Source: an optimization exercise on an open RTL-to-GDS flow (aim: small area). Production flows keep margins and buffers that such runs may drop. Function was checked by simulation only, so behaviour that the tests miss may differ from the original. The clock port is modelled as an ideal driver, which makes a skipped or thinned clock tree look cheaper than it is; a real chip needs a root buffer or a tree. Power and IR drop assume default switching activity.

## twi_engine
module twi_engine (
    input  wire       clk,
    input  wire       rst,
    input  wire       cmd_valid,
    input  wire [7:0] cmd_data,
    output wire       cmd_ready,
    output wire       rsp_valid,
    output reg  [7:0] rsp_data,
    input  wire       rsp_ready,
    output reg        scl_oe,
    output reg        sda_oe,
    input  wire       sda_i
);
export LEC_CHECK = 0
export ABC_AREA = 1
export CAP_MARGIN = 0
export CORE_MARGIN = 2
export CORE_UTILIZATION = 40
export GPL_ROUTABILITY_DRIVEN = 0
export GPL_TIMING_DRIVEN = 0
export PLACE_DENSITY = 0.6
export SLEW_MARGIN = 0
create_clock -name core_clock -period 10.0 [get_ports {clk}]
standard.sh (not shown) runs the stock make flow with config.mk's settings and CLKGATE_MAP_FILE= SYNTH_SCRIPT=/design/flow/synth_recipe.tcl, a recipe that flattens the netlist after the stock synthesis.
==> flow/flow/run.sh <==
#!/bin/bash
# The standard layout with these changes to how it is made:
#  * the port buffers are the smallest buffer cell.
#  * the clock tree is one level of four buffers (flow/cts_tree.tcl).
set -e
here=$(pwd)
rm -rf "$here/scripts"
cp -r "$FLOW_HOME/scripts" "$here/scripts"
cp "$here/flow/abc_area.script" "$here/scripts/abc_area.script"
export SCRIPTS_DIR="$here/scripts"
export BUFFER_PORTS_ARGS="-buffer_cell sky130_fd_sc_hd__buf_1"
export PRE_CTS_TCL="$here/flow/cts_tree.tcl"
bash standard.sh ADDER_MAP_FILE= finish > standard.log 2>&1
==> flow/flow/abc_area.script <==
strash
balance
rewrite
refactor
balance
rewrite -z
refactor -z
rewrite -z
balance
dch -f
map -a
strash
dch -f
map -a
==> flow/flow/cts_tree.tcl <==
proc clock_tree_synthesis { args } {
  set master_name sky130_fd_sc_hd__buf_12
  set nx 2
  set ny 2
  set db [ord::get_db]
  set block [ord::get_db_block]
  set clknet [$block findNet clk]
  set master [$db findMaster $master_name]
  set sinks {}
  foreach iterm [$clknet getITerms] {
    set bb [[$iterm getInst] getBBox]
    set x [expr {([$bb xMin] + [$bb xMax]) / 2}]
    set y [expr {([$bb yMin] + [$bb yMax]) / 2}]
    lappend sinks [list $iterm $x $y]
  }
  set sorted [lsort -integer -index 1 $sinks]
  set n [llength $sorted]
  set groups {}
  for {set i 0} {$i < $nx} {incr i} {
    set col [lrange $sorted [expr {$i * $n / $nx}] [expr {($i + 1) * $n / $nx - 1}]]
    set col [lsort -integer -index 2 $col]
    set m [llength $col]
    for {set j 0} {$j < $ny} {incr j} {
      lappend groups [lrange $col [expr {$j * $m / $ny}] [expr {($j + 1) * $m / $ny - 1}]]
    }
  }
  set k 0
  foreach g $groups {
    set inst [odb::dbInst_create $block $master clkbuf_leaf_$k]
    set net [odb::dbNet_create $block clknet_leaf_$k]
    $net setSigType CLOCK
    set sx 0
    set sy 0
    foreach s $g {
      set it [lindex $s 0]
      $it disconnect
      $it connect $net
      set sx [expr {$sx + [lindex $s 1]}]
      set sy [expr {$sy + [lindex $s 2]}]
    }
    [$inst findITerm A] connect $clknet
    [$inst findITerm X] connect $net
    $inst setLocation [expr {$sx / [llength $g]}] [expr {$sy / [llength $g]}]
    $inst setPlacementStatus PLACED
    puts "clock buffer $k ($master_name): [llength $g] registers"
    incr k
  }
  $clknet setSigType CLOCK
  set_propagated_clock [all_clocks]
}
The first run produced a clean layout.
Next try:
--- a/flow/flow/cts_tree.tcl
+++ b/flow/flow/cts_tree.tcl
@@ -1,3 +1,3 @@
 proc clock_tree_synthesis { args } {
-  set master_name sky130_fd_sc_hd__buf_12
+  set master_name sky130_fd_sc_hd__buf_8
   set nx 2
What happened: Routed wire length went up by 0.58%. Synthesized area stays the same. Register-to-register slack barely changes. First-iteration DRC count went up by 6.8%. Cell count is unchanged.
In every run of this note, the design's own scripts or RTL, not TritonCTS, make the clock network.

========
== run 1 ==
twi_engine, a different RTL version from the one above (not shown whole).
Size: ~560 cells after synthesis, about 80 flip-flops, ~25 I/O pins, ~4400 um^2 of cells after synthesis.
export LEC_CHECK = 0
export ABC_AREA = 1
export CAP_MARGIN = 0
export CORE_MARGIN = 2
export CORE_UTILIZATION = 40
export GPL_ROUTABILITY_DRIVEN = 0
export GPL_TIMING_DRIVEN = 0
export PLACE_DENSITY = 0.6
export SLEW_MARGIN = 0
create_clock -name core_clock -period 10.0 [get_ports {clk}]
==> flow/flow/abc_area.script <==
strash
balance
rewrite
refactor
balance
rewrite -z
refactor -z
rewrite -z
balance
dch -f
map -a
strash
&get -n
&dch -f
&nf -a -R 200
&put
strash
&get -n
&dch -f
&nf -a -R 200
&put
==> flow/flow/cts_tree.tcl <==
proc clock_tree_synthesis { args } {
  set master_name sky130_fd_sc_hd__buf_8
  set nx 2
  set ny 2
  set db [ord::get_db]
  set block [ord::get_db_block]
  set clknet [$block findNet clk]
  set master [$db findMaster $master_name]
  set sinks {}
  foreach iterm [$clknet getITerms] {
    set bb [[$iterm getInst] getBBox]
    set x [expr {([$bb xMin] + [$bb xMax]) / 2}]
    set y [expr {([$bb yMin] + [$bb yMax]) / 2}]
    lappend sinks [list $iterm $x $y]
  }
  set sorted [lsort -integer -index 1 $sinks]
  set n [llength $sorted]
  set groups {}
  for {set i 0} {$i < $nx} {incr i} {
    set col [lrange $sorted [expr {$i * $n / $nx}] [expr {($i + 1) * $n / $nx - 1}]]
    set col [lsort -integer -index 2 $col]
    set m [llength $col]
    for {set j 0} {$j < $ny} {incr j} {
      lappend groups [lrange $col [expr {$j * $m / $ny}] [expr {($j + 1) * $m / $ny - 1}]]
    }
  }
  set k 0
  foreach g $groups {
    set inst [odb::dbInst_create $block $master clkbuf_leaf_$k]
    set net [odb::dbNet_create $block clknet_leaf_$k]
    $net setSigType CLOCK
    set sx 0
    set sy 0
    foreach s $g {
      set it [lindex $s 0]
      $it disconnect
      $it connect $net
      set sx [expr {$sx + [lindex $s 1]}]
      set sy [expr {$sy + [lindex $s 2]}]
    }
    [$inst findITerm A] connect $clknet
    [$inst findITerm X] connect $net
    $inst setLocation [expr {$sx / [llength $g]}] [expr {$sy / [llength $g]}]
    $inst setPlacementStatus PLACED
    puts "clock buffer $k ($master_name): [llength $g] registers"
    incr k
  }
  $clknet setSigType CLOCK
  set_propagated_clock [all_clocks]
}
Scripts as last shown in full above: flow/flow/run.sh
Every stage of the flow completed for run 1, and the final layout passed the timing, DRC and antenna checks.
diff inputs: run 1 => run 2
==> flow/flow/abc_area.script <==
strash
balance
rewrite
refactor
balance
rewrite -z
refactor -z
rewrite -z
balance
&get -n
&dch -f
&nf -a -R 100
&put
strash
&get -n
&dch -f
&nf -a -R 100
&put
strash
&get -n
&dch -f
&nf -a -R 100
&put
-- flow/flow/cts_tree.tcl --
<<< run 1, line 2
  set master_name sky130_fd_sc_hd__buf_8
>>> run 2, line 2
  set master_name sky130_fd_sc_hd__buf_12
==> comparison <==
NOTE: number of nets produced by synthesis in run 2 falls short of that of run 1. Relative to run 1, routed wire length has decreased by about 4.7% in run 2. Row post-synthesis area per instance: run 2 higher / run 1 lower. Re total inserted antenna cells: no difference whatsoever between run 2 and run 1. When the final numbers for run 1 and run 2 were put side by side, the power density of the placed cells turned out to be greater in run 2. On area of the multi-input gates: between run 1 and run 2, it ends up higher for run 2. Max freq run 1 -> run 2: degraded.
Modified inputs, run 3 compared to run 2
==> flow/flow/abc_area.script <==
strash
balance
rewrite
refactor
balance
rewrite -z
refactor -z
rewrite -z
balance
dch -f
map -a
strash
&get -n
&dch -f
&nf -a -R 200
&put
strash
&get -n
&dch -f
&nf -a -R 200
&put
Notes after the runs:
- Run 3 ended with less highest net fanout along the worst path than run 2.
- Going from run 2 to run 3, hold slack went up by 0.0042 ns; number of gates on the worst path with buffers counted up 2; power shrank by 1.9%.
- Comparing run 2 with run 3, the die height came out essentially unchanged.
- Compared to run 2, the routing of run 3 uses more wire.
- Run 2 leaves less setup margin than run 3.
- The amount of wire on met2 after detailed routing of run 3 exceeds that of run 2 by 130 um.
- Run 3 vs run 2, post-synth design cell area went down by about 0.56%.
- The adder-cell area share of the yosys netlist reported for run 3 is smaller than that of run 2 by 0.90 points.
- On sequential share of layout area, run 2 and run 3 are basically level.
In every run of this note, the design's own scripts or RTL, not TritonCTS, make the clock network.

========
Another version of the RTL of twi_engine (not shown whole).
Size: roughly 88 flip-flops, ~25 I/O pins, about 5400 sq um of cells after synthesis.
// twi_engine
module twi_engine (
    input  wire       clk,
    input  wire       rst,
    input  wire       cmd_valid,
    input  wire [7:0] cmd_data,
    output wire       cmd_ready,
    output wire       rsp_valid,
    output reg  [7:0] rsp_data,
    input  wire       rsp_ready,
    output reg        scl_oe,
    output reg        sda_oe,
    input  wire       sda_i
);
    localparam [3:0] O_TWINIT   = 4'b0000;
    localparam [3:0] O_START    = 4'b0001;
    localparam [3:0] O_WRITE    = 4'b0010;
    localparam [3:0] O_READ     = 4'b0011;
    localparam [3:0] O_STOP     = 4'b0110;
    localparam [3:0] O_WRREG    = 4'b0100;
    localparam [3:0] O_RDREG    = 4'b0101;
    localparam [3:0] O_EERD     = 4'b1000;
    localparam [3:0] O_EEWR     = 4'b1001;
    localparam [3:0] O_EEGETCUR = 4'b1010;
    localparam [3:0] O_EESETCUR = 4'b1011;
    localparam [3:0] O_TOBCD    = 4'b1100;
    localparam [3:0] O_FROMBCD  = 4'b1101;
    localparam [3:0] F_END  = 4'b0000;
    localparam [3:0] F_DIV  = 4'b0001;    
    localparam [3:0] F_ELO  = 4'b0010;    
    localparam [3:0] F_EHI  = 4'b0011;    
    localparam [3:0] F_S1   = 4'b0100;    
    localparam [3:0] F_S2   = 4'b0101;    
    localparam [3:0] F_P    = 4'b0110;    
    localparam [3:0] F_WD   = 4'b1000;    
    localparam [3:0] F_RD   = 4'b1001;    
    localparam [3:0] F_W0   = 4'b1010;    
    localparam [3:0] F_WR   = 4'b1011;    
    localparam [3:0] F_SLAW = 4'b1100;    
    localparam [3:0] F_SLAR = 4'b1101;    
    localparam [2:0] C_OPC   = 3'b100;
    localparam [2:0] C_ARG   = 3'b101;
    localparam [2:0] C_ISSUE = 3'b000;
    localparam [2:0] C_WAIT  = 3'b001;
    localparam [2:0] C_RSP   = 3'b010;
    localparam [1:0] PH_IDLE = 2'd0;
    localparam [1:0] PH_ADDR = 2'd1;
    localparam [1:0] PH_MT   = 2'd2;
  ...
==> flow/config.mk <==
export PLATFORM = sky130hd
export DESIGN_NAME = twi_engine
export DESIGN_NICKNAME = twi_engine
export VERILOG_FILES = /design/flow/design.v
export SDC_FILE = /design/flow/constraint.sdc
export NUM_CORES = 4
export LEC_CHECK = 0
export ABC_AREA = 1
export CAP_MARGIN = 20
export CORE_MARGIN = 2
export CORE_UTILIZATION = 40
export PLACE_DENSITY = 0.6
export SLEW_MARGIN = 20
==> flow/constraint.sdc <==
create_clock -name core_clock -period 10.0 [get_ports {clk}]
set_input_delay 2.0000 -clock core_clock [delete_from_list [all_inputs] [get_ports {clk}]]
set_output_delay 2.0000 -clock core_clock [all_outputs]
set_load 0.01 [all_outputs]
run.sh (not shown) runs the stock make flow with config.mk's settings and CLKGATE_MAP_FILE= SYNTH_SCRIPT=/design/flow/synth_recipe.tcl, a recipe that flattens the netlist after the stock synthesis.
Stock flow here: none of the scripts above is used.
The baseline finished clean.
Edit:
- CTS_BUF_LIST: unset -> sky130_fd_sc_hd__clkbuf_8
Result: Sequential power is about the same; cell count does not change; first-iteration DRC count shrinks by 5.4%; via count shrinks by 0.57%; combinational power is about the same; utilization shrinks by 0.76 points; clock skew grows by 0.0040 ns; global-route usage hardly moves; routed wire length shrinks by 0.45%.

==> static timing again, ports no longer ideal <==
Ports are ideal in the flow. The routed layouts listed here were re-timed in OpenROAD.
Step 1 assumes that a clkbuf_16 drives the clock port and a buf_2 every other input.
Step 2 times the ports against the registers' clock, not the clock port: input delays grow and output delays shrink by t, the midpoint of the rising clock arrivals with the driver on.
a / b / c = ideal ports / drivers / drivers and shift; a / b = the first two.
| run | t, ns | setup WS [ns] | worst hold slack (ns) | worst slew at a driven data input, ns |
|---|---|---|---|---|
| the first run of note 1 | 0.212 | 4.081 / 4.081 / 4.081 | 0.335 / 0.335 / 0.335 | 0.03 |
| the second run of note 1 | 0.220 | 4.069 / 4.069 / 4.069 | 0.341 / 0.341 / 0.341 | 0.03 |
| run 1 | 0.212 | 4.783 / 4.783 / 4.783 | 0.345 / 0.345 / 0.345 | 0.03 |
| run 2 | 0.206 | 3.924 / 3.924 / 3.924 | 0.335 / 0.335 / 0.335 | 0.03 |
| run 3 | 0.209 | 4.773 / 4.773 / 4.773 | 0.339 / 0.339 / 0.339 | 0.03 |
| the first run of note 3 | 0.387 | 4.065 / 4.065 / 4.065 | 0.332 / 0.332 / 0.332 | 0.03 |
| the second run of note 3 | 0.411 | 4.082 / 4.046 / 4.086 | 0.338 / 0.338 / 0.338 | 0.03 |
After both steps every run listed still meets setup and hold.
